Background: an optimization exercise with open tools, aiming at small area. Do not read the settings as production practice.
In this exercise RTL edits were held to simulation tests only and were not proved equivalent to the original.

## flow/config.mk

```make
export PLATFORM = sky130hd
export DESIGN_NAME = frx_core
export DESIGN_NICKNAME = frx_core
export VERILOG_FILES = /design/flow/design.v
export SDC_FILE = /design/flow/constraint.sdc
export NUM_CORES = 4
export LEC_CHECK = 0
export CAP_MARGIN = 20
export CORE_MARGIN = 2
export CORE_UTILIZATION = 65
export CTS_BUF_LIST = sky130_fd_sc_hd__clkbuf_8
export CTS_CLUSTER_DIAMETER = 40
export CTS_CLUSTER_SIZE = 16
export PLACE_DENSITY = 0.75
export SLEW_MARGIN = 20
```

## flow/constraint.sdc

```tcl
create_clock -name core_clock -period 25.0 [get_ports {clk}]
set_input_delay 5.0000 -clock core_clock [delete_from_list [all_inputs] [get_ports {clk}]]
set_output_delay 5.0000 -clock core_clock [all_outputs]
set_load 0.01 [all_outputs]
```

## flow/design.v

```verilog
module frx_ring #(
    parameter W = 12
) (
    input  wire         clk,
    input  wire         we,
    input  wire [W-1:0] wd,
    output wire [W-1:0] head,
    output wire [W-1:0] tail
);
    reg [W*64-1:0] r;
    assign head = r[W-1:0];
    assign tail = r[W*64-1:W*63];
    always @(posedge clk)
        r <= {we ? wd : head, r[W*64-1:W]};
endmodule
module frx_ring4 #(
    parameter W = 12
) (
    input  wire         clk,
    input  wire         we,
    input  wire [1:0]   wp,
    input  wire [W-1:0] wd,
    output wire [W-1:0] head
);
    reg [W*64-1:0] r;
    assign head = r[W-1:0];
    wire [W-1:0] at16 = r[W*17-1:W*16];
    wire [W-1:0] at32 = r[W*33-1:W*32];
    wire [W-1:0] at48 = r[W*49-1:W*48];
    always @(posedge clk)
        r <= {(we && wp == 2'd0) ? wd : head, r[W*64-1:W*49],
              (we && wp == 2'd3) ? wd : at48, r[W*48-1:W*33],
              (we && wp == 2'd2) ? wd : at32, r[W*32-1:W*17],
              (we && wp == 2'd1) ? wd : at16, r[W*16-1:W]};
endmodule
module frx_cnt (
    input  wire        clk,
    input  wire        clear,
    input  wire        first,
    input  wire [1:0]  inc,
    output reg  [31:0] r
);
    reg        c;
    wire       h = r[0];
    wire [1:0] t = first ? ({1'b0, h} + inc) : {h & c, h ^ c};
    always @(posedge clk) begin
        c <= t[1];
        r <= {!clear && t[0], r[31:1]};
    end
endmodule
module frx_channel #(
    parameter CAP = 64,
    parameter IW  = 7
) (
    input  wire          clk,
    input  wire          rst,
    input  wire          do_play,        
    input  wire          do_stop,        
    input  wire          do_reset,       
    input  wire          do_volume,
    input  wire [6:0]    vol_new,
    input  wire          do_drain,       
    input  wire          start_fail,
    input  wire          do_fill,        
    input  wire [IW-1:0] fill_new,
    input  wire          fill_we,
    input  wire [11:0]   fill_wd,
    output wire [11:0]   rd_code,        
    output wire [11:0]   rd_last,        
    output reg           act,
    output reg  [IW-1:0] fill_index,
    output reg  [1:0]    out_state,
    output reg           underrun,
    output reg  [6:0]    volume
);
    localparam [1:0] OUT_OFF = 2'd0, OUT_RUNNING = 2'd1, OUT_FALLBACK = 2'd2;
    reg mid;
    wire        full = fill_index[IW-1];
    wire [11:0] h0, h1, t0, t1;
    frx_ring #(.W(12)) u_b0 (.clk(clk), .we(fill_we && act),  .wd(fill_wd), .head(h0), .tail(t0));
    frx_ring #(.W(12)) u_b1 (.clk(clk), .we(fill_we && !act), .wd(fill_wd), .head(h1), .tail(t1));
    assign rd_code = mid ? 12'd2048 : (act ? h1 : h0);
    assign rd_last = mid ? 12'd2048 : (act ? t1 : t0);
    always @(posedge clk) begin
        if (rst) begin
            act        <= 1'b0;
            mid        <= 1'b1;
            fill_index <= {IW{1'b0}};
            out_state  <= OUT_OFF;
            underrun   <= 1'b0;
            volume     <= 7'd100;
        end else begin
            if (do_play) begin
                if (full) begin
                    act        <= ~act;
                    mid        <= 1'b0;
                    fill_index <= {IW{1'b0}};
                end
                underrun  <= 1'b0;
                out_state <= start_fail ? OUT_FALLBACK : OUT_RUNNING;
            end
            if (do_stop)
                out_state <= OUT_OFF;
            if (do_reset) begin
                mid        <= 1'b1;
                fill_index <= {IW{1'b0}};
                underrun   <= 1'b0;
            end
            if (do_volume)
                volume <= vol_new;
            if (do_drain) begin
                if (full) begin
                    act        <= ~act;
                    mid        <= 1'b0;
                    fill_index <= {IW{1'b0}};
                    underrun   <= 1'b0;
                    out_state  <= start_fail ? OUT_FALLBACK : OUT_RUNNING;
                end else begin
                    underrun   <= 1'b1;
                end
            end
            if (do_fill)
                fill_index <= fill_new;
        end
    end
endmodule
module frx_conv (
    input  wire [11:0] o,
    input  wire [6:0]  v,
    output wire [11:0] code
);
    wire p0_1 = v[0] & o[0];
    wire p0_2 = v[0] & o[1];
    wire p0_3 = v[0] & o[2];
    wire p0_4 = v[0] & o[3];
    wire p0_5 = v[0] & o[4];
    wire p0_6 = v[0] & o[5];
    wire p0_7 = v[0] & o[6];
    wire p0_8 = v[0] & o[7];
    wire p0_9 = v[0] & o[8];
    wire p0_10 = v[0] & o[9];
    wire p0_11 = v[0] & o[10];
    wire p1_12 = v[1] & o[0];
    wire p1_13 = v[1] & o[1];
    wire p1_14 = v[1] & o[2];
    wire p1_15 = v[1] & o[3];
    wire p1_16 = v[1] & o[4];
    wire p1_17 = v[1] & o[5];
    wire p1_18 = v[1] & o[6];
    wire p1_19 = v[1] & o[7];
    wire p1_20 = v[1] & o[8];
    wire p1_21 = v[1] & o[9];
    wire p1_22 = v[1] & o[10];
    wire p2_23 = v[2] & o[0];
    wire p2_24 = v[2] & o[1];
    wire p2_25 = v[2] & o[2];
    wire p2_26 = v[2] & o[3];
    wire p2_27 = v[2] & o[4];
    wire p2_28 = v[2] & o[5];
    wire p2_29 = v[2] & o[6];
    wire p2_30 = v[2] & o[7];
    wire p2_31 = v[2] & o[8];
    wire p2_32 = v[2] & o[9];
    wire p2_33 = v[2] & o[10];
    wire p3_34 = v[3] & o[0];
    wire p3_35 = v[3] & o[1];
    wire p3_36 = v[3] & o[2];
    wire p3_37 = v[3] & o[3];
    wire p3_38 = v[3] & o[4];
    wire p3_39 = v[3] & o[5];
    wire p3_40 = v[3] & o[6];
    wire p3_41 = v[3] & o[7];
    wire p3_42 = v[3] & o[8];
    wire p3_43 = v[3] & o[9];
    wire p3_44 = v[3] & o[10];
    wire p4_45 = v[4] & o[0];
    wire p4_46 = v[4] & o[1];
    wire p4_47 = v[4] & o[2];
    wire p4_48 = v[4] & o[3];
    wire p4_49 = v[4] & o[4];
    wire p4_50 = v[4] & o[5];
    wire p4_51 = v[4] & o[6];
    wire p4_52 = v[4] & o[7];
    wire p4_53 = v[4] & o[8];
    wire p4_54 = v[4] & o[9];
    wire p4_55 = v[4] & o[10];
    wire p5_56 = v[5] & o[0];
    wire p5_57 = v[5] & o[1];
    wire p5_58 = v[5] & o[2];
    wire p5_59 = v[5] & o[3];
    wire p5_60 = v[5] & o[4];
    wire p5_61 = v[5] & o[5];
    wire p5_62 = v[5] & o[6];
    wire p5_63 = v[5] & o[7];
    wire p5_64 = v[5] & o[8];
    wire p5_65 = v[5] & o[9];
    wire p5_66 = v[5] & o[10];
    wire p6_67 = v[6] & o[0];
    wire p6_68 = v[6] & o[1];
    wire p6_69 = v[6] & o[2];
    wire p6_70 = v[6] & o[3];
    wire p6_71 = v[6] & o[4];
    wire p6_72 = v[6] & o[5];
    wire p6_73 = v[6] & o[6];
    wire p6_74 = v[6] & o[7];
    wire p6_75 = v[6] & o[8];
    wire p6_76 = v[6] & o[9];
    wire p6_77 = v[6] & o[10];
    wire s_r178 = p0_1 ^ o[11];
    wire k_r179 = p0_1 & o[11];
    wire s_r180 = p0_2 ^ p1_12 ^ k_r179;
    wire k_r181 = (p0_2 & p1_12) | (k_r179 & (p0_2 ^ p1_12));
    wire s_r182 = p0_3 ^ p1_13 ^ k_r181;
    wire k_r183 = (p0_3 & p1_13) | (k_r181 & (p0_3 ^ p1_13));
    wire s_r184 = p0_4 ^ p1_14 ^ k_r183;
    wire k_r185 = (p0_4 & p1_14) | (k_r183 & (p0_4 ^ p1_14));
    wire s_r186 = p0_5 ^ p1_15 ^ k_r185;
    wire k_r187 = (p0_5 & p1_15) | (k_r185 & (p0_5 ^ p1_15));
    wire s_r188 = p0_6 ^ p1_16 ^ k_r187;
    wire k_r189 = (p0_6 & p1_16) | (k_r187 & (p0_6 ^ p1_16));
    wire s_r190 = p0_7 ^ p1_17 ^ k_r189;
    wire k_r191 = (p0_7 & p1_17) | (k_r189 & (p0_7 ^ p1_17));
    wire s_r192 = p0_8 ^ p1_18 ^ k_r191;
    wire k_r193 = (p0_8 & p1_18) | (k_r191 & (p0_8 ^ p1_18));
    wire s_r194 = p0_9 ^ p1_19 ^ k_r193;
    wire k_r195 = (p0_9 & p1_19) | (k_r193 & (p0_9 ^ p1_19));
    wire s_r196 = p0_10 ^ p1_20 ^ k_r195;
    wire k_r197 = (p0_10 & p1_20) | (k_r195 & (p0_10 ^ p1_20));
    wire s_r198 = p0_11 ^ p1_21 ^ k_r197;
    wire k_r199 = (p0_11 & p1_21) | (k_r197 & (p0_11 ^ p1_21));
    wire s_r1100 = p1_22 ^ k_r199;
    wire k_r1101 = p1_22 & k_r199;
    wire s_r2102 = s_r180 ^ o[11];
    wire k_r2103 = s_r180 & o[11];
    wire s_r2104 = s_r182 ^ p2_23 ^ k_r2103;
    wire k_r2105 = (s_r182 & p2_23) | (k_r2103 & (s_r182 ^ p2_23));
    wire s_r2106 = s_r184 ^ p2_24 ^ k_r2105;
    wire k_r2107 = (s_r184 & p2_24) | (k_r2105 & (s_r184 ^ p2_24));
    wire s_r2108 = s_r186 ^ p2_25 ^ k_r2107;
    wire k_r2109 = (s_r186 & p2_25) | (k_r2107 & (s_r186 ^ p2_25));
    wire s_r2110 = s_r188 ^ p2_26 ^ k_r2109;
    wire k_r2111 = (s_r188 & p2_26) | (k_r2109 & (s_r188 ^ p2_26));
    wire s_r2112 = s_r190 ^ p2_27 ^ k_r2111;
    wire k_r2113 = (s_r190 & p2_27) | (k_r2111 & (s_r190 ^ p2_27));
    wire s_r2114 = s_r192 ^ p2_28 ^ k_r2113;
    wire k_r2115 = (s_r192 & p2_28) | (k_r2113 & (s_r192 ^ p2_28));
    wire s_r2116 = s_r194 ^ p2_29 ^ k_r2115;
    wire k_r2117 = (s_r194 & p2_29) | (k_r2115 & (s_r194 ^ p2_29));
    wire s_r2118 = s_r196 ^ p2_30 ^ k_r2117;
    wire k_r2119 = (s_r196 & p2_30) | (k_r2117 & (s_r196 ^ p2_30));
    wire s_r2120 = s_r198 ^ p2_31 ^ k_r2119;
    wire k_r2121 = (s_r198 & p2_31) | (k_r2119 & (s_r198 ^ p2_31));
    wire s_r2122 = s_r1100 ^ p2_32 ^ k_r2121;
    wire k_r2123 = (s_r1100 & p2_32) | (k_r2121 & (s_r1100 ^ p2_32));
    wire s_r2124 = k_r1101 ^ p2_33 ^ k_r2123;
    wire k_r2125 = (k_r1101 & p2_33) | (k_r2123 & (k_r1101 ^ p2_33));
    wire s_r3126 = s_r2106 ^ p3_34;
    wire k_r3127 = s_r2106 & p3_34;
    wire s_r3128 = s_r2108 ^ p3_35 ^ k_r3127;
    wire k_r3129 = (s_r2108 & p3_35) | (k_r3127 & (s_r2108 ^ p3_35));
    wire s_r3130 = s_r2110 ^ p3_36 ^ k_r3129;
    wire k_r3131 = (s_r2110 & p3_36) | (k_r3129 & (s_r2110 ^ p3_36));
    wire s_r3132 = s_r2112 ^ p3_37 ^ k_r3131;
    wire k_r3133 = (s_r2112 & p3_37) | (k_r3131 & (s_r2112 ^ p3_37));
    wire s_r3134 = s_r2114 ^ p3_38 ^ k_r3133;
    wire k_r3135 = (s_r2114 & p3_38) | (k_r3133 & (s_r2114 ^ p3_38));
    wire s_r3136 = s_r2116 ^ p3_39 ^ k_r3135;
    wire k_r3137 = (s_r2116 & p3_39) | (k_r3135 & (s_r2116 ^ p3_39));
    wire s_r3138 = s_r2118 ^ p3_40 ^ k_r3137;
    wire k_r3139 = (s_r2118 & p3_40) | (k_r3137 & (s_r2118 ^ p3_40));
    wire s_r3140 = s_r2120 ^ p3_41 ^ k_r3139;
    wire k_r3141 = (s_r2120 & p3_41) | (k_r3139 & (s_r2120 ^ p3_41));
    wire s_r3142 = s_r2122 ^ p3_42 ^ k_r3141;
    wire k_r3143 = (s_r2122 & p3_42) | (k_r3141 & (s_r2122 ^ p3_42));
    wire s_r3144 = s_r2124 ^ p3_43 ^ k_r3143;
    wire k_r3145 = (s_r2124 & p3_43) | (k_r3143 & (s_r2124 ^ p3_43));
    wire s_r3146 = k_r2125 ^ p3_44 ^ k_r3145;
    wire k_r3147 = (k_r2125 & p3_44) | (k_r3145 & (k_r2125 ^ p3_44));
    wire s_r4148 = s_r3128 ^ p4_45;
    wire k_r4149 = s_r3128 & p4_45;
    wire s_r4150 = s_r3130 ^ p4_46 ^ k_r4149;
    wire k_r4151 = (s_r3130 & p4_46) | (k_r4149 & (s_r3130 ^ p4_46));
    wire s_r4152 = s_r3132 ^ p4_47 ^ k_r4151;
    wire k_r4153 = (s_r3132 & p4_47) | (k_r4151 & (s_r3132 ^ p4_47));
    wire s_r4154 = s_r3134 ^ p4_48 ^ k_r4153;
    wire k_r4155 = (s_r3134 & p4_48) | (k_r4153 & (s_r3134 ^ p4_48));
    wire s_r4156 = s_r3136 ^ p4_49 ^ k_r4155;
    wire k_r4157 = (s_r3136 & p4_49) | (k_r4155 & (s_r3136 ^ p4_49));
    wire s_r4158 = s_r3138 ^ p4_50 ^ k_r4157;
    wire k_r4159 = (s_r3138 & p4_50) | (k_r4157 & (s_r3138 ^ p4_50));
    wire s_r4160 = s_r3140 ^ p4_51 ^ k_r4159;
    wire k_r4161 = (s_r3140 & p4_51) | (k_r4159 & (s_r3140 ^ p4_51));
    wire s_r4162 = s_r3142 ^ p4_52 ^ k_r4161;
    wire k_r4163 = (s_r3142 & p4_52) | (k_r4161 & (s_r3142 ^ p4_52));
    wire s_r4164 = s_r3144 ^ p4_53 ^ k_r4163;
    wire k_r4165 = (s_r3144 & p4_53) | (k_r4163 & (s_r3144 ^ p4_53));
    wire s_r4166 = s_r3146 ^ p4_54 ^ k_r4165;
    wire k_r4167 = (s_r3146 & p4_54) | (k_r4165 & (s_r3146 ^ p4_54));
    wire s_r4168 = k_r3147 ^ p4_55 ^ k_r4167;
    wire k_r4169 = (k_r3147 & p4_55) | (k_r4167 & (k_r3147 ^ p4_55));
    wire s_r5170 = s_r4150 ^ p5_56 ^ o[11];
    wire k_r5171 = (s_r4150 & p5_56) | (o[11] & (s_r4150 ^ p5_56));
    wire s_r5172 = s_r4152 ^ p5_57 ^ k_r5171;
    wire k_r5173 = (s_r4152 & p5_57) | (k_r5171 & (s_r4152 ^ p5_57));
    wire s_r5174 = s_r4154 ^ p5_58 ^ k_r5173;
    wire k_r5175 = (s_r4154 & p5_58) | (k_r5173 & (s_r4154 ^ p5_58));
    wire s_r5176 = s_r4156 ^ p5_59 ^ k_r5175;
    wire k_r5177 = (s_r4156 & p5_59) | (k_r5175 & (s_r4156 ^ p5_59));
    wire s_r5178 = s_r4158 ^ p5_60 ^ k_r5177;
    wire k_r5179 = (s_r4158 & p5_60) | (k_r5177 & (s_r4158 ^ p5_60));
    wire s_r5180 = s_r4160 ^ p5_61 ^ k_r5179;
    wire k_r5181 = (s_r4160 & p5_61) | (k_r5179 & (s_r4160 ^ p5_61));
    wire s_r5182 = s_r4162 ^ p5_62 ^ k_r5181;
    wire k_r5183 = (s_r4162 & p5_62) | (k_r5181 & (s_r4162 ^ p5_62));
    wire s_r5184 = s_r4164 ^ p5_63 ^ k_r5183;
    wire k_r5185 = (s_r4164 & p5_63) | (k_r5183 & (s_r4164 ^ p5_63));
    wire s_r5186 = s_r4166 ^ p5_64 ^ k_r5185;
    wire k_r5187 = (s_r4166 & p5_64) | (k_r5185 & (s_r4166 ^ p5_64));
    wire s_r5188 = s_r4168 ^ p5_65 ^ k_r5187;
    wire k_r5189 = (s_r4168 & p5_65) | (k_r5187 & (s_r4168 ^ p5_65));
    wire s_r5190 = k_r4169 ^ p5_66 ^ k_r5189;
    wire k_r5191 = (k_r4169 & p5_66) | (k_r5189 & (k_r4169 ^ p5_66));
    wire s_r6192 = s_r5172 ^ p6_67 ^ o[11];
    wire k_r6193 = (s_r5172 & p6_67) | (o[11] & (s_r5172 ^ p6_67));
    wire s_r6194 = s_r5174 ^ p6_68 ^ k_r6193;
    wire k_r6195 = (s_r5174 & p6_68) | (k_r6193 & (s_r5174 ^ p6_68));
    wire s_r6196 = s_r5176 ^ p6_69 ^ k_r6195;
    wire k_r6197 = (s_r5176 & p6_69) | (k_r6195 & (s_r5176 ^ p6_69));
    wire s_r6198 = s_r5178 ^ p6_70 ^ k_r6197;
    wire k_r6199 = (s_r5178 & p6_70) | (k_r6197 & (s_r5178 ^ p6_70));
    wire s_r6200 = s_r5180 ^ p6_71 ^ k_r6199;
    wire k_r6201 = (s_r5180 & p6_71) | (k_r6199 & (s_r5180 ^ p6_71));
    wire s_r6202 = s_r5182 ^ p6_72 ^ k_r6201;
    wire k_r6203 = (s_r5182 & p6_72) | (k_r6201 & (s_r5182 ^ p6_72));
    wire s_r6204 = s_r5184 ^ p6_73 ^ k_r6203;
    wire k_r6205 = (s_r5184 & p6_73) | (k_r6203 & (s_r5184 ^ p6_73));
    wire s_r6206 = s_r5186 ^ p6_74 ^ k_r6205;
    wire k_r6207 = (s_r5186 & p6_74) | (k_r6205 & (s_r5186 ^ p6_74));
    wire s_r6208 = s_r5188 ^ p6_75 ^ k_r6207;
    wire k_r6209 = (s_r5188 & p6_75) | (k_r6207 & (s_r5188 ^ p6_75));
    wire s_r6210 = s_r5190 ^ p6_76 ^ k_r6209;
    wire k_r6211 = (s_r5190 & p6_76) | (k_r6209 & (s_r5190 ^ p6_76));
    wire s_r6212 = k_r5191 ^ p6_77 ^ k_r6211;
    wire k_r6213 = (k_r5191 & p6_77) | (k_r6211 & (k_r5191 ^ p6_77));
    wire nv214 = o[11] & !v[0];
    wire nv215 = o[11] & !v[1];
    wire nv216 = o[11] & !v[2];
    wire nv217 = o[11] & !v[3];
    wire nv218 = o[11] & !v[4];
    wire nv219 = o[11] & !v[5];
    wire nv220 = o[11] & !v[6];
    wire s_h221 = nv214 ^ o[11];
    wire k_h222 = nv214 & o[11];
    wire s_h223 = nv215 ^ k_h222;
    wire k_h224 = nv215 & k_h222;
    wire s_h225 = 1'b1 ^ nv216 ^ k_h224;
    wire k_h226 = (1'b1 & nv216) | (k_h224 & (1'b1 ^ nv216));
    wire s_h227 = nv217 ^ k_h226;
    wire k_h228 = nv217 & k_h226;
    wire s_h229 = nv218 ^ k_h228;
    wire k_h230 = nv218 & k_h228;
    wire s_h231 = 1'b1 ^ nv219 ^ k_h230;
    wire k_h232 = (1'b1 & nv219) | (k_h230 & (1'b1 ^ nv219));
    wire s_h233 = 1'b1 ^ nv220 ^ k_h232;
    wire k_h234 = (1'b1 & nv220) | (k_h232 & (1'b1 ^ nv220));
    wire s_h235 = o[11] ^ k_h234;
    wire k_h236 = o[11] & k_h234;
    wire s_x237 = s_r6202 ^ s_h221;
    wire k_x238 = s_r6202 & s_h221;
    wire s_x239 = s_r6204 ^ s_h223 ^ k_x238;
    wire k_x240 = (s_r6204 & s_h223) | (k_x238 & (s_r6204 ^ s_h223));
    wire s_x241 = s_r6206 ^ s_h225 ^ k_x240;
    wire k_x242 = (s_r6206 & s_h225) | (k_x240 & (s_r6206 ^ s_h225));
    wire s_x243 = s_r6208 ^ s_h227 ^ k_x242;
    wire k_x244 = (s_r6208 & s_h227) | (k_x242 & (s_r6208 ^ s_h227));
    wire s_x245 = s_r6210 ^ s_h229 ^ k_x244;
    wire k_x246 = (s_r6210 & s_h229) | (k_x244 & (s_r6210 ^ s_h229));
    wire s_x247 = s_r6212 ^ s_h231 ^ k_x246;
    wire k_x248 = (s_r6212 & s_h231) | (k_x246 & (s_r6212 ^ s_h231));
    wire s_x249 = k_r6213 ^ s_h233 ^ k_x248;
    wire k_x250 = (k_r6213 & s_h233) | (k_x248 & (k_r6213 ^ s_h233));
    wire s_x251 = s_h235 ^ k_x250;
    wire k_x252 = s_h235 & k_x250;
    wire q253 = s_x251 | (s_x249 & s_x247 & (s_x245 | s_x243 | s_x241));
    wire s_d254 = s_x241 ^ 1'b1;
    wire k_d255 = s_x241 & 1'b1;
    wire s_d256 = s_x243 ^ 1'b1 ^ k_d255;
    wire k_d257 = (s_x243 & 1'b1) | (k_d255 & (s_x243 ^ 1'b1));
    wire s_d258 = s_x245 ^ 1'b1 ^ k_d257;
    wire k_d259 = (s_x245 & 1'b1) | (k_d257 & (s_x245 ^ 1'b1));
    wire s_d260 = s_x247 ^ k_d259;
    wire k_d261 = s_x247 & k_d259;
    wire s_d262 = s_x249 ^ k_d261;
    wire k_d263 = s_x249 & k_d261;
    wire n264 = q253 ? s_x237 : s_x237;
    wire n265 = q253 ? s_x239 : s_x239;
    wire n266 = q253 ? s_d254 : s_x241;
    wire n267 = q253 ? s_d256 : s_x243;
    wire n268 = q253 ? s_d258 : s_x245;
    wire n269 = q253 ? s_d260 : s_x247;
    wire n270 = q253 ? s_d262 : s_x249;
    wire q271 = n270 | (n269 & n268 & (n267 | n266 | n265));
    wire s_d272 = n265 ^ 1'b1;
    wire k_d273 = n265 & 1'b1;
    wire s_d274 = n266 ^ 1'b1 ^ k_d273;
    wire k_d275 = (n266 & 1'b1) | (k_d273 & (n266 ^ 1'b1));
    wire s_d276 = n267 ^ 1'b1 ^ k_d275;
    wire k_d277 = (n267 & 1'b1) | (k_d275 & (n267 ^ 1'b1));
    wire s_d278 = n268 ^ k_d277;
    wire k_d279 = n268 & k_d277;
    wire s_d280 = n269 ^ k_d279;
    wire k_d281 = n269 & k_d279;
    wire n282 = q271 ? s_r6200 : s_r6200;
    wire n283 = q271 ? n264 : n264;
    wire n284 = q271 ? s_d272 : n265;
    wire n285 = q271 ? s_d274 : n266;
    wire n286 = q271 ? s_d276 : n267;
    wire n287 = q271 ? s_d278 : n268;
    wire n288 = q271 ? s_d280 : n269;
    wire q289 = n288 | (n287 & n286 & (n285 | n284 | n283));
    wire s_d290 = n283 ^ 1'b1;
    wire k_d291 = n283 & 1'b1;
    wire s_d292 = n284 ^ 1'b1 ^ k_d291;
    wire k_d293 = (n284 & 1'b1) | (k_d291 & (n284 ^ 1'b1));
    wire s_d294 = n285 ^ 1'b1 ^ k_d293;
    wire k_d295 = (n285 & 1'b1) | (k_d293 & (n285 ^ 1'b1));
    wire s_d296 = n286 ^ k_d295;
    wire k_d297 = n286 & k_d295;
    wire s_d298 = n287 ^ k_d297;
    wire k_d299 = n287 & k_d297;
    wire n300 = q289 ? s_r6198 : s_r6198;
    wire n301 = q289 ? n282 : n282;
    wire n302 = q289 ? s_d290 : n283;
    wire n303 = q289 ? s_d292 : n284;
    wire n304 = q289 ? s_d294 : n285;
    wire n305 = q289 ? s_d296 : n286;
    wire n306 = q289 ? s_d298 : n287;
    wire q307 = n306 | (n305 & n304 & (n303 | n302 | n301));
    wire s_d308 = n301 ^ 1'b1;
    wire k_d309 = n301 & 1'b1;
    wire s_d310 = n302 ^ 1'b1 ^ k_d309;
    wire k_d311 = (n302 & 1'b1) | (k_d309 & (n302 ^ 1'b1));
    wire s_d312 = n303 ^ 1'b1 ^ k_d311;
    wire k_d313 = (n303 & 1'b1) | (k_d311 & (n303 ^ 1'b1));
    wire s_d314 = n304 ^ k_d313;
    wire k_d315 = n304 & k_d313;
    wire s_d316 = n305 ^ k_d315;
    wire k_d317 = n305 & k_d315;
    wire n318 = q307 ? s_r6196 : s_r6196;
    wire n319 = q307 ? n300 : n300;
    wire n320 = q307 ? s_d308 : n301;
    wire n321 = q307 ? s_d310 : n302;
    wire n322 = q307 ? s_d312 : n303;
    wire n323 = q307 ? s_d314 : n304;
    wire n324 = q307 ? s_d316 : n305;
    wire q325 = n324 | (n323 & n322 & (n321 | n320 | n319));
    wire s_d326 = n319 ^ 1'b1;
    wire k_d327 = n319 & 1'b1;
    wire s_d328 = n320 ^ 1'b1 ^ k_d327;
    wire k_d329 = (n320 & 1'b1) | (k_d327 & (n320 ^ 1'b1));
    wire s_d330 = n321 ^ 1'b1 ^ k_d329;
    wire k_d331 = (n321 & 1'b1) | (k_d329 & (n321 ^ 1'b1));
    wire s_d332 = n322 ^ k_d331;
    wire k_d333 = n322 & k_d331;
    wire s_d334 = n323 ^ k_d333;
    wire k_d335 = n323 & k_d333;
    wire n336 = q325 ? s_r6194 : s_r6194;
    wire n337 = q325 ? n318 : n318;
    wire n338 = q325 ? s_d326 : n319;
    wire n339 = q325 ? s_d328 : n320;
    wire n340 = q325 ? s_d330 : n321;
    wire n341 = q325 ? s_d332 : n322;
    wire n342 = q325 ? s_d334 : n323;
    wire q343 = n342 | (n341 & n340 & (n339 | n338 | n337));
    wire s_d344 = n337 ^ 1'b1;
    wire k_d345 = n337 & 1'b1;
    wire s_d346 = n338 ^ 1'b1 ^ k_d345;
    wire k_d347 = (n338 & 1'b1) | (k_d345 & (n338 ^ 1'b1));
    wire s_d348 = n339 ^ 1'b1 ^ k_d347;
    wire k_d349 = (n339 & 1'b1) | (k_d347 & (n339 ^ 1'b1));
    wire s_d350 = n340 ^ k_d349;
    wire k_d351 = n340 & k_d349;
    wire s_d352 = n341 ^ k_d351;
    wire k_d353 = n341 & k_d351;
    wire n354 = q343 ? s_r6192 : s_r6192;
    wire n355 = q343 ? n336 : n336;
    wire n356 = q343 ? s_d344 : n337;
    wire n357 = q343 ? s_d346 : n338;
    wire n358 = q343 ? s_d348 : n339;
    wire n359 = q343 ? s_d350 : n340;
    wire n360 = q343 ? s_d352 : n341;
    wire q361 = n360 | (n359 & n358 & (n357 | n356 | n355));
    wire s_d362 = n355 ^ 1'b1;
    wire k_d363 = n355 & 1'b1;
    wire s_d364 = n356 ^ 1'b1 ^ k_d363;
    wire k_d365 = (n356 & 1'b1) | (k_d363 & (n356 ^ 1'b1));
    wire s_d366 = n357 ^ 1'b1 ^ k_d365;
    wire k_d367 = (n357 & 1'b1) | (k_d365 & (n357 ^ 1'b1));
    wire s_d368 = n358 ^ k_d367;
    wire k_d369 = n358 & k_d367;
    wire s_d370 = n359 ^ k_d369;
    wire k_d371 = n359 & k_d369;
    wire n372 = q361 ? s_r5170 : s_r5170;
    wire n373 = q361 ? n354 : n354;
    wire n374 = q361 ? s_d362 : n355;
    wire n375 = q361 ? s_d364 : n356;
    wire n376 = q361 ? s_d366 : n357;
    wire n377 = q361 ? s_d368 : n358;
    wire n378 = q361 ? s_d370 : n359;
    wire q379 = n378 | (n377 & n376 & (n375 | n374 | n373));
    wire s_d380 = n373 ^ 1'b1;
    wire k_d381 = n373 & 1'b1;
    wire s_d382 = n374 ^ 1'b1 ^ k_d381;
    wire k_d383 = (n374 & 1'b1) | (k_d381 & (n374 ^ 1'b1));
    wire s_d384 = n375 ^ 1'b1 ^ k_d383;
    wire k_d385 = (n375 & 1'b1) | (k_d383 & (n375 ^ 1'b1));
    wire s_d386 = n376 ^ k_d385;
    wire k_d387 = n376 & k_d385;
    wire s_d388 = n377 ^ k_d387;
    wire k_d389 = n377 & k_d387;
    wire n390 = q379 ? s_r4148 : s_r4148;
    wire n391 = q379 ? n372 : n372;
    wire n392 = q379 ? s_d380 : n373;
    wire n393 = q379 ? s_d382 : n374;
    wire n394 = q379 ? s_d384 : n375;
    wire n395 = q379 ? s_d386 : n376;
    wire n396 = q379 ? s_d388 : n377;
    wire q397 = n396 | (n395 & n394 & (n393 | n392 | n391));
    wire s_d398 = n391 ^ 1'b1;
    wire k_d399 = n391 & 1'b1;
    wire s_d400 = n392 ^ 1'b1 ^ k_d399;
    wire k_d401 = (n392 & 1'b1) | (k_d399 & (n392 ^ 1'b1));
    wire s_d402 = n393 ^ 1'b1 ^ k_d401;
    wire k_d403 = (n393 & 1'b1) | (k_d401 & (n393 ^ 1'b1));
    wire s_d404 = n394 ^ k_d403;
    wire k_d405 = n394 & k_d403;
    wire s_d406 = n395 ^ k_d405;
    wire k_d407 = n395 & k_d405;
    wire n408 = q397 ? s_r3126 : s_r3126;
    wire n409 = q397 ? n390 : n390;
    wire n410 = q397 ? s_d398 : n391;
    wire n411 = q397 ? s_d400 : n392;
    wire n412 = q397 ? s_d402 : n393;
    wire n413 = q397 ? s_d404 : n394;
    wire n414 = q397 ? s_d406 : n395;
    wire q415 = n414 | (n413 & n412 & (n411 | n410 | n409));
    wire s_d416 = n409 ^ 1'b1;
    wire k_d417 = n409 & 1'b1;
    wire s_d418 = n410 ^ 1'b1 ^ k_d417;
    wire k_d419 = (n410 & 1'b1) | (k_d417 & (n410 ^ 1'b1));
    wire s_d420 = n411 ^ 1'b1 ^ k_d419;
    wire k_d421 = (n411 & 1'b1) | (k_d419 & (n411 ^ 1'b1));
    wire s_d422 = n412 ^ k_d421;
    wire k_d423 = n412 & k_d421;
    wire s_d424 = n413 ^ k_d423;
    wire k_d425 = n413 & k_d423;
    wire n426 = q415 ? s_r2104 : s_r2104;
    wire n427 = q415 ? n408 : n408;
    wire n428 = q415 ? s_d416 : n409;
    wire n429 = q415 ? s_d418 : n410;
    wire n430 = q415 ? s_d420 : n411;
    wire n431 = q415 ? s_d422 : n412;
    wire n432 = q415 ? s_d424 : n413;
    wire q433 = n432 | (n431 & n430 & (n429 | n428 | n427));
    wire s_d434 = n427 ^ 1'b1;
    wire k_d435 = n427 & 1'b1;
    wire s_d436 = n428 ^ 1'b1 ^ k_d435;
    wire k_d437 = (n428 & 1'b1) | (k_d435 & (n428 ^ 1'b1));
    wire s_d438 = n429 ^ 1'b1 ^ k_d437;
    wire k_d439 = (n429 & 1'b1) | (k_d437 & (n429 ^ 1'b1));
    wire s_d440 = n430 ^ k_d439;
    wire k_d441 = n430 & k_d439;
    wire s_d442 = n431 ^ k_d441;
    wire k_d443 = n431 & k_d441;
    wire n444 = q433 ? s_r2102 : s_r2102;
    wire n445 = q433 ? n426 : n426;
    wire n446 = q433 ? s_d434 : n427;
    wire n447 = q433 ? s_d436 : n428;
    wire n448 = q433 ? s_d438 : n429;
    wire n449 = q433 ? s_d440 : n430;
    wire n450 = q433 ? s_d442 : n431;
    wire q451 = n450 | (n449 & n448 & (n447 | n446 | n445));
    wire s_d452 = n445 ^ 1'b1;
    wire k_d453 = n445 & 1'b1;
    wire s_d454 = n446 ^ 1'b1 ^ k_d453;
    wire k_d455 = (n446 & 1'b1) | (k_d453 & (n446 ^ 1'b1));
    wire s_d456 = n447 ^ 1'b1 ^ k_d455;
    wire k_d457 = (n447 & 1'b1) | (k_d455 & (n447 ^ 1'b1));
    wire s_d458 = n448 ^ k_d457;
    wire k_d459 = n448 & k_d457;
    wire s_d460 = n449 ^ k_d459;
    wire k_d461 = n449 & k_d459;
    wire n462 = q451 ? s_r178 : s_r178;
    wire n463 = q451 ? n444 : n444;
    wire n464 = q451 ? s_d452 : n445;
    wire n465 = q451 ? s_d454 : n446;
    wire n466 = q451 ? s_d456 : n447;
    wire n467 = q451 ? s_d458 : n448;
    wire n468 = q451 ? s_d460 : n449;
    assign code = {q253, q271, q289, q307, q325, q343, q361, q379, q397, q415, q433, q451};
endmodule
module frx_core (
    input  wire        clk,
    input  wire        rst,
    input  wire        ev_valid,
    input  wire [3:0]  ev_type,
    input  wire [15:0] ev_arg,
    output wire        ev_ready,
    output reg         resp_valid,
    output reg  [31:0] resp_data,      
    output wire        ready_out
);
    localparam CAP       = 64;
    localparam IW        = 7;               
    localparam LAND_SIZE = 4 + 2 * CAP;     
    localparam CW        = 8;               
    localparam [3:0] EV_SEL_ASSERT   = 4'd0,
                     EV_RX_BYTE      = 4'd1,
                     EV_RX_ERROR     = 4'd2,
                     EV_SEL_DEASSERT = 4'd3,
                     EV_DRAIN_DONE   = 4'd5,
                     EV_STATUS_READ  = 4'd6,
                     EV_CTRL_WRITE   = 4'd7,
                     EV_SAMPLE_READ  = 4'd8;
    reg  [5:0] ph;
    reg        rclr;                 
    reg        clring;               
    wire       ph0   = (ph == 6'd0);
    wire       first = (ph[4:0] == 5'd0);
    wire       last  = (ph[4:0] == 5'd31);
    reg            rx_capturing;
    reg            rx_armed;
    reg  [CW-1:0]  rx_count;
    reg  [CW-1:0]  last_captured;
    reg            h_c0, h_da;          
    reg            f_ch0, bad_ch;       
    reg  [7:0]     b2, b3, lo;          
    wire           act        [0:1];
    wire [IW-1:0]  fill_index [0:1];
    wire [1:0]     out_state  [0:1];
    wire           underrun   [0:1];
    wire [6:0]     volume     [0:1];
    wire [11:0]    rd_code    [0:1];
    wire [11:0]    rd_last    [0:1];
    wire play0 = (out_state[0] != 2'd0);
    wire play1 = (out_state[1] != 2'd0);
    wire full0 = fill_index[0][IW-1];
    wire full1 = fill_index[1][IW-1];
    wire clk_running = play0 || play1;
    assign ready_out = clk_running || (!full0 && !full1);
    wire       v    = ev_valid && !rclr;
    wire [3:0] t    = ev_type;
    wire       dch  = ev_arg[8];
    wire [4:0] widx = ev_arg[6:2];
    wire byte_ok = rx_capturing && rx_armed && (rx_count < LAND_SIZE);
    wire d_run   = dch ? (out_state[1] == 2'd1) : (out_state[0] == 2'd1);
    wire d_full  = dch ? full1 : full0;
    wire clr_c   = (widx == 5'd24) && ev_arg[8];
    wire e_assert  = v && (t == EV_SEL_ASSERT) && !rx_capturing;
    wire e_byte    = v && (t == EV_RX_BYTE) && byte_ok;
    wire e_rxerr   = v && (t == EV_RX_ERROR);
    wire e_deass   = v && (t == EV_SEL_DEASSERT) && rx_capturing;
    wire e_drain   = v && (t == EV_DRAIN_DONE) && d_run;
    wire e_status  = v && (t == EV_STATUS_READ);
    wire e_clr     = v && (t == EV_CTRL_WRITE) && clr_c;
    wire e_sample  = v && (t == EV_SAMPLE_READ);
    wire runt       = rx_count < 4;
    wire cmd_short  = rx_count < 5;
    wire cmd_known  = (b2 == 8'h01) || (b2 == 8'h02) || (b2 == 8'h03) || (b2 == 8'hFF);
    wire bad_count  = ({b2, b3} == 16'd0) || ({b2, b3} > CAP);
    wire [6:0] f_n  = b3[6:0];                          
    wire [6:0] c_j  = rx_count[7:1] - 7'd2;
    wire data_short = (c_j < f_n);
    wire parse    = rx_armed;
    wire cmd_ok   = parse && !runt && h_c0 && !cmd_short && !bad_ch && cmd_known;
    wire data_ok  = parse && !runt && h_da && !bad_count && !data_short && !bad_ch;
    wire err_header = parse && !runt &&
                      ((!h_c0 && !h_da) || (h_c0 && !cmd_short && !bad_ch && !cmd_known));
    wire err_chlen  = parse && (runt ||
                      (h_c0 && cmd_short) || (h_c0 && !cmd_short && bad_ch) ||
                      (h_da && (bad_count || data_short || bad_ch)));
    wire c_ch   = f_ch0;
    wire c_play = cmd_ok && (b2 == 8'h01);
    wire c_stop = cmd_ok && (b2 == 8'h02);
    wire c_vol  = cmd_ok && (b2 == 8'h03);
    wire c_rst  = cmd_ok && (b2 == 8'hFF);
    wire c_playing    = c_ch ? play1 : play0;
    wire c_full       = c_ch ? full1 : full0;
    wire runs_disable = (c_play || c_stop || c_rst) && c_playing;
    wire stops        = (c_stop || c_rst) && c_playing;
    wire [6:0] vol_new = ((b3 != 8'd0) || (lo > 8'd100)) ? 7'd100 : lo[6:0];
    wire [IW-1:0] f_fi  = c_ch ? fill_index[1] : fill_index[0];
    wire [7:0]    f_end = {1'b0, f_fi} + {1'b0, f_n};
    wire [IW-1:0] f_new = (f_end[7:6] != 2'd0) ? 7'd64 : f_end[6:0];
    wire [6:0]    f_m   = f_new - f_fi;
    reg [1:0] tf_inc;
    always @(*) begin
        tf_inc = 2'd0;
        if (e_assert && ev_arg[0])
            tf_inc = ev_arg[1] ? 2'd2 : 2'd1;
        if (e_rxerr)
            tf_inc = ev_arg[1] ? 2'd2 : 2'd1;
        if (e_deass)
            tf_inc = {1'b0, rx_armed && ev_arg[0]} +
                     {1'b0, runs_disable && ev_arg[1]};
    end
    reg         [7:0]  hq;
    wire        [11:0] o     = {hq, lo[7:4]};
    wire        [6:0]  f_vol = c_ch ? volume[1] : volume[0];
    wire        [11:0] code;
    frx_conv u_conv (.o(o), .v(f_vol), .code(code));
    wire conv_ev = e_byte && rx_count[0] && (rx_count >= 5) && h_da && !bad_ch;
    wire [6:0] c_slot = f_fi + c_j;
    wire       c_need = f_fi[6] || !c_slot[6];
    wire [5:0] c_phys = {c_slot[4:0], c_slot[5]};
    wire [5:0] ph1    = ph + 6'd1;                  
    wire [1:0] c_wp   = c_phys[5:4] - ph1[5:4];     
    wire       conv_acc = !c_need || (c_phys[3:0] == ph1[3:0]);
    wire cnt_ev  = (e_assert && ev_arg[0]) || e_rxerr || e_deass || e_drain || e_clr;
    wire copy_ev = e_deass && data_ok && !c_full;
    reg  armed;                       
    wire cnt_acc = copy_ev ? (armed && ph0) : first;
    wire st_cnt  = (widx >= 5'd3 && widx <= 5'd7) || (widx >= 5'd11 && widx <= 5'd13) ||
                   (widx >= 5'd19 && widx <= 5'd21);
    wire samp_acc = (ph == {ev_arg[4:0], ev_arg[5]});
    wire acc = cnt_ev   ? cnt_acc :
               e_status ? (!st_cnt || first) :
               e_sample ? samp_acc :
               conv_ev  ? conv_acc : 1'b1;
    assign ev_ready = !rclr && (!ev_valid || acc);
    wire go = ev_valid && ev_ready;
    wire [11:0] s_head;
    reg         s_we;
    reg  [1:0]  s_wp;
    always @(posedge clk) begin
        hq   <= ev_arg[7:0];
        s_wp <= c_wp;
        s_we <= go && conv_ev && c_need;
    end
    frx_ring4 #(.W(12)) u_stage (
        .clk(clk), .we(s_we), .wp(s_wp), .wd(code), .head(s_head));
    wire [5:0] h_slot = {ph[0], ph[5:1]};           
    wire copy = copy_ev && (armed || ph0) &&
                ({1'b0, h_slot} >= f_fi) && ({2'b0, h_slot} < f_end);
    wire cnt_clear = rst || rclr || clring || (go && e_clr);
    wire [31:0] c_tf, c_ih, c_icl, c_cf, c_df, c_sw0, c_sw1, c_un0, c_un1;
    wire g_dea = go && e_deass;
    wire g_drn = go && e_drain;
    frx_cnt u_tf  (.clk(clk), .clear(cnt_clear), .first(first), .inc(go ? tf_inc : 2'd0), .r(c_tf));
    frx_cnt u_ih  (.clk(clk), .clear(cnt_clear), .first(first), .inc({1'b0, g_dea && err_header}), .r(c_ih));
    frx_cnt u_icl (.clk(clk), .clear(cnt_clear), .first(first), .inc({1'b0, g_dea && err_chlen}), .r(c_icl));
    frx_cnt u_cf  (.clk(clk), .clear(cnt_clear), .first(first), .inc({1'b0, g_dea && cmd_ok}), .r(c_cf));
    frx_cnt u_df  (.clk(clk), .clear(cnt_clear), .first(first), .inc({1'b0, g_dea && data_ok}), .r(c_df));
    frx_cnt u_sw0 (.clk(clk), .clear(cnt_clear), .first(first),
        .inc({1'b0, (g_dea && c_play && c_full && !c_ch) || (g_drn && d_full && !dch)}), .r(c_sw0));
    frx_cnt u_sw1 (.clk(clk), .clear(cnt_clear), .first(first),
        .inc({1'b0, (g_dea && c_play && c_full && c_ch) || (g_drn && d_full && dch)}), .r(c_sw1));
    frx_cnt u_un0 (.clk(clk), .clear(cnt_clear), .first(first),
        .inc({1'b0, g_drn && !d_full && !dch}), .r(c_un0));
    frx_cnt u_un1 (.clk(clk), .clear(cnt_clear), .first(first),
        .inc({1'b0, g_drn && !d_full && dch}), .r(c_un1));
    reg  [31:0] c_ts0, c_ts1;
    reg  [5:0]  ts_c;
    reg         ts_ch;
    wire        ts_ld  = g_dea && data_ok;
    wire        ts_sel = ts_ld ? c_ch : ts_ch;
    wire        ts_h   = ts_sel ? c_ts1[0] : c_ts0[0];
    wire [6:0]  ts_t   = {6'd0, ts_h} + (ts_ld ? f_m : {1'b0, ts_c});
    wire        ts_n0  = ts_sel ? c_ts0[0] : ts_t[0];
    wire        ts_n1  = ts_sel ? ts_t[0] : c_ts1[0];
    always @(posedge clk) begin
        if (rst || last)
            ts_c <= 6'd0;
        else
            ts_c <= ts_t[6:1];
        if (ts_ld)
            ts_ch <= c_ch;
        c_ts0 <= {!cnt_clear && ts_n0, c_ts0[31:1]};
        c_ts1 <= {!cnt_clear && ts_n1, c_ts1[31:1]};
    end
    genvar g;
    generate
        for (g = 0; g < 2; g = g + 1) begin : ch
            wire sel_cmd   = (c_ch == g);
            wire sel_drain = (dch == g);
            frx_channel #(.CAP(CAP), .IW(IW)) u_ch (
                .clk        (clk),
                .rst        (rst),
                .do_play    (g_dea && c_play && sel_cmd),
                .do_stop    (g_dea && stops && sel_cmd),
                .do_reset   (g_dea && c_rst && sel_cmd),
                .do_volume  (g_dea && c_vol && sel_cmd),
                .vol_new    (vol_new),
                .do_drain   (g_drn && sel_drain),
                .start_fail (ev_arg[2]),
                .do_fill    (g_dea && data_ok && sel_cmd),
                .fill_new   (f_new),
                .fill_we    (copy && sel_cmd),
                .fill_wd    (s_head),
                .rd_code    (rd_code[g]),
                .rd_last    (rd_last[g]),
                .act        (act[g]),
                .fill_index (fill_index[g]),
                .out_state  (out_state[g]),
                .underrun   (underrun[g]),
                .volume     (volume[g])
            );
        end
    endgenerate
    always @(posedge clk) begin
        if (rst) begin
            ph            <= 6'd0;
            rclr          <= 1'b1;
            clring        <= 1'b0;
            armed         <= 1'b0;
            rx_capturing  <= 1'b0;
            rx_armed      <= 1'b0;
            rx_count      <= {CW{1'b0}};
            last_captured <= {CW{1'b0}};
        end else begin
            ph    <= ph + 6'd1;
            armed <= copy_ev && (armed || ph0) && !go;
            if (last) begin
                rclr   <= 1'b0;
                clring <= 1'b0;
            end
            if (go && e_clr) begin
                clring        <= 1'b1;
                last_captured <= {CW{1'b0}};
            end
            if (go && e_assert) begin
                rx_capturing <= 1'b1;
                rx_count     <= {CW{1'b0}};
                rx_armed     <= !(ev_arg[0] && ev_arg[1]);
            end
            if (go && e_byte)
                rx_count <= rx_count + 1'b1;
            if (go && e_rxerr)
                rx_armed <= 1'b0;
            if (g_dea) begin
                rx_capturing  <= 1'b0;
                rx_armed      <= 1'b0;
                last_captured <= rx_count;
            end
        end
    end
    always @(posedge clk) begin
        if (go && e_byte) begin
            if (rx_count == 8'd0) begin
                h_c0 <= (ev_arg[7:0] == 8'hC0);
                h_da <= (ev_arg[7:0] == 8'hDA);
            end
            if (rx_count == 8'd1) begin
                f_ch0  <= ev_arg[0];
                bad_ch <= (ev_arg[7:1] != 7'd0);
            end
            if (rx_count == 8'd2)
                b2 <= ev_arg[7:0];
            if (rx_count == 8'd3)
                b3 <= ev_arg[7:0];
            if (!rx_count[0] && (rx_count >= 8'd4) && ((rx_count == 8'd4) || !h_c0))
                lo <= ev_arg[7:0];
        end
    end
    reg       q_smp, q_ch;
    reg [4:0] q_idx;
    always @(posedge clk) begin
        q_smp <= (t == EV_SAMPLE_READ);
        q_ch  <= dch;
        q_idx <= widx;
    end
    wire [31:0] v_tf  = {c_tf[30:0],  c_tf[31]};
    wire [31:0] v_ih  = {c_ih[30:0],  c_ih[31]};
    wire [31:0] v_icl = {c_icl[30:0], c_icl[31]};
    wire [31:0] v_cf  = {c_cf[30:0],  c_cf[31]};
    wire [31:0] v_df  = {c_df[30:0],  c_df[31]};
    wire [31:0] v_ts0 = {c_ts0[30:0], c_ts0[31]};
    wire [31:0] v_sw0 = {c_sw0[30:0], c_sw0[31]};
    wire [31:0] v_un0 = {c_un0[30:0], c_un0[31]};
    wire [31:0] v_ts1 = {c_ts1[30:0], c_ts1[31]};
    wire [31:0] v_sw1 = {c_sw1[30:0], c_sw1[31]};
    wire [31:0] v_un1 = {c_un1[30:0], c_un1[31]};
    reg [31:0] status_word;
    always @(*) begin
        case (q_idx)
            5'd0:  status_word = {28'd0, clk_running, rx_armed, rx_capturing, ready_out};
            5'd1:  status_word = {24'd0, rx_count};
            5'd2:  status_word = {24'd0, last_captured};
            5'd3:  status_word = v_tf;
            5'd4:  status_word = v_ih;
            5'd5:  status_word = v_icl;
            5'd6:  status_word = v_cf;
            5'd7:  status_word = v_df;
            5'd8:  status_word = {26'd0, out_state[0], act[0],
                                  fill_index[0][6] | fill_index[0][5], underrun[0], play0};
            5'd9:  status_word = {25'd0, fill_index[0]};
            5'd10: status_word = {25'd0, volume[0]};
            5'd11: status_word = v_ts0;
            5'd12: status_word = v_sw0;
            5'd13: status_word = v_un0;
            5'd16: status_word = {26'd0, out_state[1], act[1],
                                  fill_index[1][6] | fill_index[1][5], underrun[1], play1};
            5'd17: status_word = {25'd0, fill_index[1]};
            5'd18: status_word = {25'd0, volume[1]};
            5'd19: status_word = v_ts1;
            5'd20: status_word = v_sw1;
            5'd21: status_word = v_un1;
            default: status_word = 32'd0;
        endcase
    end
    always @(*)
        resp_data = q_smp ? {20'd0, rd_last[q_ch]} : status_word;
    always @(posedge clk) begin
        if (rst)
            resp_valid <= 1'b0;
        else
            resp_valid <= go && (e_status || e_sample);
    end
endmodule
```

## flow/flow/run.sh

```bash
#!/bin/bash
# The standard layout (the standard.sh: ORFS synthesis through final),
# with clock tree synthesis told not to add dummy loads for balancing.
set -euo pipefail
export CTS_ARGS="-sink_clustering_enable -repair_clock_nets -sink_clustering_size 22 -sink_clustering_max_diameter 36 -buf_list sky130_fd_sc_hd__clkbuf_8 -dont_use_dummy_load"
bash standard.sh > standard_flow.log 2>&1
```

## flow/standard.sh

```bash
#!/bin/bash
# synth_recipe.tcl (not shown) runs the flow's synth.tcl, then flattens the netlist and writes it again
# the make line also repeats each setting of config.mk as NAME=value (left out here)
make -C /OpenROAD-flow-scripts/flow DESIGN_CONFIG=/design/flow/config.mk WORK_HOME=/design/flow/orfs CLKGATE_MAP_FILE= SYNTH_SCRIPT=/design/flow/synth_recipe.tcl "${@:-finish}"
```

==> impl_metrics.tcl, run 1 <==
set metrics [dict create \
    io-pin-count 58 \
    synth_edf_count 28 \
    pre_cts_ws_ps 1063 \
    drive_gt1_share_pct 8.767 \
    fillers 9232 \
    hold_buffers 0 \
    cp.buffers_inverters 15 \
    cpPeakStageDelay_ps 570 \
    synth_seq_area_share_pct 86.98 \
    antenna_found_initial 14 \
    grt_pass1_vias 43740 \
    synth-async-reset-ratio_pct 0 \
    max-clock-path-buffers 4 \
    synth.net_count 6332 \
    routed_wl_um 151900 \
    fin_nets 6723 \
    status "finished clean" \
    vias_per_cell 4.913 \
    layout_setup_ws_ps 1358 \
    initial_core_util_pct 65.51 \
    drt_iter0_drc 2357 \
    critPathArrivalTime_ps 24470 \
    firstDrtPassIters 5 \
    cpMaxStageDelayCell "fa_1" \
    synth_area_um2 99640 \
    portBuffers 50 \
    routedWlPerCell_um 17.77 \
    worstReg2RegEnd "u_stage.r[756]$_DFF_P_" \
    skew_ps 141.7 \
    core_region_area_um2 152100 \
    ant_nets 0 \
    slew_headroom_pct 31.47 \
    synth_ff_type "dfxtp_1" \
    worst_pin_slew_ps 1025 \
    end_kind "register" \
    synth_warnings 5 \
    rr_startpoint "f_ch0$_DFFE_PP_" \
    clk_latency_ps 1080 \
    root_buffer "clkbuf_8" \
    reg2reg_depth 84 \
    die_w_um 395.5 \
    worst-path-stages 84 \
    gp_congestion 0.9204 \
    vias 42000 \
    placed_cells 8135 \
    dieHeight_um 395.5 \
    worstSetupPathType "reg -> reg" \
    hpwl_um 91700 \
    grt_start_max_net_pins 74 \
    avgSynthCellArea_um2 16.27 \
    setup_viol 0 \
    required_ps 25820 \
    max_freq_mhz 42.30 \
    endpoint "u_stage.r[756]$_DFF_P_" \
    die_area_um2 156400 \
    critPathMaxFanout 13 \
    ff_latch_area_um2 86670 \
    syn_to_final_growth_pct 8.625 \
    path_clk_slew_ps 100 \
    reg2reg_slack_ps 1360 \
    grt_setup_unrepaired "false" \
    cts_tree "done" \
    yosys_register_bits 4315 \
    startpoint_type "register" \
    synth_cells 6124 \
    rows 143 \
    path_delay_family "adder cells" \
    finalMaxSlewViolations 0 \
    fin_cells 8548 \
    cts_buffers 402 \
    setup_tns_ps 0 \
    crit_top_cell "fa_1" \
    finalHoldViolations 0 \
    multi_input_area_um2 12200 \
    ys_types 95 \
    finalCritPeriodShare_pct 94.57 \
    utilization_pct 71.17 \
    hold_path.class "reg -> reg" \
    cts.sinks 4315 \
    startpoint "f_ch0$_DFFE_PP_" \
    grt_usage_pct 19.76 \
    post-route-min-period_ps 23640 \
    grt_pass1_wl_um 240400 \
    grt-ovfl-total 0 \
    htree_levels 5 \
    drc_errors 0 \
    drv_cap 0 \
]
-- cell usage in the layout, fill, tap and decap left out, types with 15 or more instances in the layout --
master,Yosys,final
fa_1,72,72
a21oi_1,68,68
mux2_2,70,70
ha_1,113,113
o21ai_0,88,87
clkbuf_8,0,402
a22o_1,45,45
nand3_1,29,28
nor3_1,38,37
nand4_1,19,19
xor2_1,19,19
dfxtp_1,4287,4285
edfxtp_1,28,28
xnor2_1,34,34
a21o_1,26,26
nor2b_1,56,56
inv_1,125,125
nor2_1,177,165
a221oi_1,59,59
clkdlybuf4s50_1,0,49
buf_4,2,40
and3_1,26,26
nand2b_1,15,15
a22oi_1,85,85
and2_1,29,29
mux2i_1,71,71
nand2_1,188,188
a31oi_1,34,34
-- cell type report --
class                   count  share of cell area, %
inverters                 126                 0.4370
diodes                      5                0.01156
repair buffers             91                 0.7457
well taps                2030                  2.347
multi-input cells        1579                  11.27
flip-flops and latches   4315                  80.08
clock buffers             402                  5.112
-- how the worst min path moves through the flow --
stage	startpoint	end	slack, ps	cells past startpoint
floorplan	ch[0].u_ch.u_b0.r[12]$_DFF_P_	ch[0].u_ch.u_b0.r[0]$_DFF_P_	310	0
global placement	ch[1].u_ch.u_b0.r[387]$_DFF_P_	ch[1].u_ch.u_b0.r[375]$_DFF_P_	310	0
detailed placement	ch[0].u_ch.u_b0.r[147]$_DFF_P_	ch[0].u_ch.u_b0.r[135]$_DFF_P_	310	0
CTS	u_stage.r[596]$_DFF_P_	u_stage.r[584]$_DFF_P_	220	0
global route	u_stage.r[596]$_DFF_P_	u_stage.r[584]$_DFF_P_	220	0
finish	u_stage.r[596]$_DFF_P_	u_stage.r[584]$_DFF_P_	230	0
-- through the flow --
stage / instance area (µm²) / hold WS [ps]
6_report: 108200 / 226.1
4_1_cts: 108200 / 219.2
3_3_place_gp: 102600 / 309.5
3_5_place_dp: 102600 / 312.1
2_1_floorplan: 99640 / 309.6
5_1_grt: 108200 / 222.7
-- sequential cells by signal, indices dropped and copies added, names as in the netlist, 32 cells and up, named ones only --
signal and cells:
c_ts0 32, c_ts1 32, ch.u_ch.u_b0.r 1536, ch.u_ch.u_b1.r 1536, u_cf.r 32, u_df.r 32, u_icl.r 32, u_ih.r 32
u_stage.r 768, u_sw0.r 32, u_sw1.r 32, u_tf.r 32, u_un0.r 32, u_un1.r 32
-- synthesized netlist by cell type, types with 19 or more instances --
master	number	area [µm²]
nor2b_1	56	350.3
nor3_1	38	190.2
dfxtp_1	4287	85820
a221oi_1	59	516.8
mux2_2	70	788.3
a22o_1	45	394.1
mux2i_1	71	710.7
xor2_1	19	166.4
and3_1	26	162.7
inv_1	125	469.2
clkbuf_1	85	319.1
ha_1	113	1414
nand4_1	19	118.9
nand2_1	188	705.7
o21ai_0	88	440.4
and2_1	29	181.4
edfxtp_1	28	840.8
a31oi_1	34	212.7
a21o_1	26	195.2
a21oi_1	68	340.3
nor2_1	177	664.4
nand3_1	29	145.1
fa_1	72	1441
xnor2_1	34	297.8
a22oi_1	85	638.1
-- cell families (layout without fill, tap and decap cells) --
group / Yosys count / in the layout / synth area share [%]
other: 0 / 5 / 0
XOR/XNOR: 55 / 55 / 0.5136
AO/OA/AOI/OAI: 558 / 558 / 4.148
flip-flops: 4315 / 4315 / 86.98
multiplexers: 141 / 141 / 1.504
adder cells (fa/ha/maj): 185 / 185 / 2.866
AND/OR/NAND/NOR: 640 / 640 / 3.099
buffers and inverters: 230 / 619 / 0.8903
-- routing by layer --
metal / vias to the layer above / part of all wire (%) / global-route usage (%)
li1: 20550 / - / -
met1: 20070 / 48 / 27.93
met2: 998 / 43 / 29.40
met3: 375 / 5.9 / 4.939
met5: - / 0.0086 / 0
met4: 2 / 3.3 / 7.998
-- repair_timing --
item | in CTS | in global routing
buffers inserted | 0 | 5
gates resized for setup | 0 | 1
endpoints found under the setup margin | 0 | 4
==> run 2, diff against run 1 <==
==> flow/flow/run.sh (replaced) <==
#!/bin/bash
# The standard layout (the standard.sh: ORFS synthesis through final),
# with clock tree synthesis told not to add dummy loads for balancing.
set -euo pipefail
export CTS_ARGS="-sink_clustering_enable -repair_clock_nets -sink_clustering_size 19 -sink_clustering_max_diameter 40 -buf_list sky130_fd_sc_hd__clkbuf_8 -dont_use_dummy_load"
bash standard.sh > standard_flow.log 2>&1
==> run 2 against run 1 <==
Compared with the run above: still clean on timing, DRC and antenna; clock skew fell by 2.8 ps; worst setup slack improved by 65 ps; cell count fell by 0.64%; maximum frequency rose by 0.27%; synthesized area did not move; first-iteration DRC count rose by 7.3%.
==> impl_metrics.tcl, run 2 <==
set metrics [dict create \
    grt_pass1_vias 43200 \
    slew_headroom_pct 30.28 \
    crit_top_cell "fa_1" \
    cpMaxStageDelayCell "edfxtp_1" \
    end_kind "register" \
    vias_per_cell 4.927 \
    vias 41850 \
    path_clk_slew_ps 80 \
    max_freq_mhz 42.41 \
    drc_errors 0 \
    synth_edf_count 28 \
    synth-async-reset-ratio_pct 0 \
    synth_seq_area_share_pct 86.98 \
    setup_tns_ps 0 \
    finalMaxSlewViolations 0 \
    synthTopCellsByArea "dfxtp_1, fa_1, ha_1" \
    reg2reg_depth 84 \
    max-clock-path-buffers 4 \
    dieHeight_um 395.5 \
    cpPeakStageDelay_ps 570 \
    yosysTopAreaCellShare_pct 86.14 \
    io-pin-count 58 \
    gp_congestion 0.9204 \
    fillers 9423 \
    drt_iter0_drc 2530 \
    rr_startpoint "f_ch0$_DFFE_PP_" \
    layout_setup_ws_ps 1423 \
    synth.net_count 6332 \
    die_area_um2 156400 \
    synth.most_common_cell "dfxtp_1" \
    min_from "ch[1].u_ch.u_b0.r[121]$_DFF_P_" \
    htree_levels 5 \
    hold_path_end "ch[1].u_ch.u_b0.r[109]$_DFF_P_" \
    avgSynthCellArea_um2 16.27 \
    grt-ovfl-total 0 \
    grt_start_max_net_pins 74 \
    worst_pin_slew_ps 1043 \
    cts_tree "done" \
    antenna_found_initial 12 \
    synth_area_um2 99640 \
    core_region_area_um2 152100 \
    hold_path.class "reg -> reg" \
    pre_cts_ws_ps 1063 \
    worstReg2RegEnd "u_stage.r[756]$_DFF_P_" \
    ys_types 95 \
    post-route-min-period_ps 23580 \
    cts_buffers 346 \
    finalCritPeriodShare_pct 94.31 \
    synth_cells 6124 \
    critPathArrivalTime_ps 24420 \
    reg2reg_slack_ps 1420 \
    synth_warnings 5 \
    cts.sinks 4315 \
    firstDrtPassIters 8 \
    synth_ff_type "dfxtp_1" \
    root_buffer "clkbuf_8" \
    status "finished clean" \
    rows 143 \
    clk_latency_ps 1040 \
    fin_nets 6667 \
    setup_viol 0 \
    initial_core_util_pct 65.51 \
    worstSetupPathType "reg -> reg" \
    routed_wl_um 151400 \
    drv_cap 0 \
    final_cell_mix "dfxtp_1, clkbuf_8, nand2_1, nor2_1, inv_1" \
    holdPathStages 0 \
    fin_cells 8493 \
    startpoint_type "register" \
    yosys_register_bits 4315 \
    grt_setup_unrepaired "false" \
    skew_ps 138.9 \
    finalHoldViolations 0 \
    die_w_um 395.5 \
    layout_commonest_cell "dfxtp_1" \
    reg_top3 "ch.u_ch.u_b0.r: 1536 flops, ch.u_ch.u_b1.r: 1536 flops, u_stage.r: 768 flops" \
    hpwl_um 91700 \
    drive_gt1_share_pct 7.976 \
    syn_to_final_growth_pct 7.854 \
    holdWs_ps 252.4 \
    grt_pass1_wl_um 239100 \
    ant_nets 0 \
    routedWlPerCell_um 17.83 \
    grt_usage_pct 19.59 \
    required_ps 25840 \
    yosys-top-cells-count "dfxtp_1, nand2_1, nor2_1" \
    portBuffers 50 \
    placed_cells 8135 \
    yosysTopAreaCell "dfxtp_1" \
    critPathMaxFanout 13 \
]
==> run 2: cell counts after synthesis <==
Identical to the previous run, type by type.
==> run 2: worst max path at each step <==
stage | start | endpoint | slack, ps | cells after the start
2_1_floorplan | f_ch0$_DFFE_PP_ | u_stage.r[372]$_DFF_P_ | 3320 | 84
3_3_place_gp | f_ch0$_DFFE_PP_ | u_stage.r[564]$_DFF_P_ | 1120 | 82
3_5_place_dp | f_ch0$_DFFE_PP_ | u_stage.r[756]$_DFF_P_ | 1060 | 83
4_1_cts | f_ch0$_DFFE_PP_ | u_stage.r[756]$_DFF_P_ | 1020 | 83
5_1_grt | f_ch0$_DFFE_PP_ | u_stage.r[756]$_DFF_P_ | 210 | 84
6_report | f_ch0$_DFFE_PP_ | u_stage.r[756]$_DFF_P_ | 1420 | 84
==> run 2: cells by family after synthesis <==
logic type,Yosys count,synth area share (%)
AOI/OAI and AO/OA,558,4.148
xor gates and xnor gates,55,0.5136
adders and majority gates,185,2.866
buffers and inverters,230,0.8903
DFF,4315,86.98
muxes,141,1.504
and+or+nand+nor,640,3.099
==> run 2: routing by layer <==
layer	GRT usage (%)	share of wire (%)	vias to the layer above
li1	-	-	20440
met1	28.63	49	20110
met2	29.40	44	930
met3	3.584	4.3	368
met4	7.360	3.3	2
met5	0	0.12	-
==> run 2: metrics by stage <==
stage	util (%)	area, µm²
after floorplan	-	99640
after global placement	67.48	102600
after detailed placement	67.48	102600
after CTS	70.61	107400
after global routing	70.66	107500
final	70.66	107500
==> run 2: final cells by class <==
type	instances	area [µm²]	area share, %
sequential	4315	86670	80.65
inverter	126	473.0	0.4401
timing repair buffer	91	807.0	0.7510
clock buffer	346	4762	4.431
tap	2030	2540	2.364
antenna	6	15.01	0.01397
multi-input combinational	1579	12200	11.35
==> run 2: critical path: cells and delay by family (launching register included) <==
family	cells	cell delay [ps]
adders and majority gates	36	13200
AOI/OAI and AO/OA	16	4450
and+or+nand+nor	11	2140
muxes	3	1260
buffers and inverters	15	1160
xor gates and xnor gates	3	660
DFF	1	570
==> run 2: timing repair <==
| item | in CTS | in global routing |
|---|---|---|
| hold buffers | 0 | 0 |
| buffers inserted | 0 | 5 |
| endpoints found under the setup margin | 0 | 4 |
| resized for setup | 0 | 1 |

port drivers added, routing unchanged:
The flow's constraints put no driver on any port. The routed layouts listed below were extracted and timed again, unchanged, in two steps.
Step 1: set_driving_cell puts a clkbuf_16 on clk and a buf_2 on each other input, an assumption about the parent block.
Step 2 times the ports against the registers' clock, not the clock port: input delays grow and output delays shrink by t, the midpoint of the rising clock arrivals with the driver on.
a / b / c = ideal / step 1 / step 2; a / b = the first two.
run	shift t [ns]	setup slack, ns	worst setup path at the end	clock arrival spread, ns	pins driven straight from the clock port
run 1	1.091	1.358 / 1.358 / 1.358	register to register	0.148 / 0.148	1
run 2	1.039	1.423 / 1.423 / 1.423	register to register	0.164 / 0.163	1
After both steps every run listed still meets setup and hold.
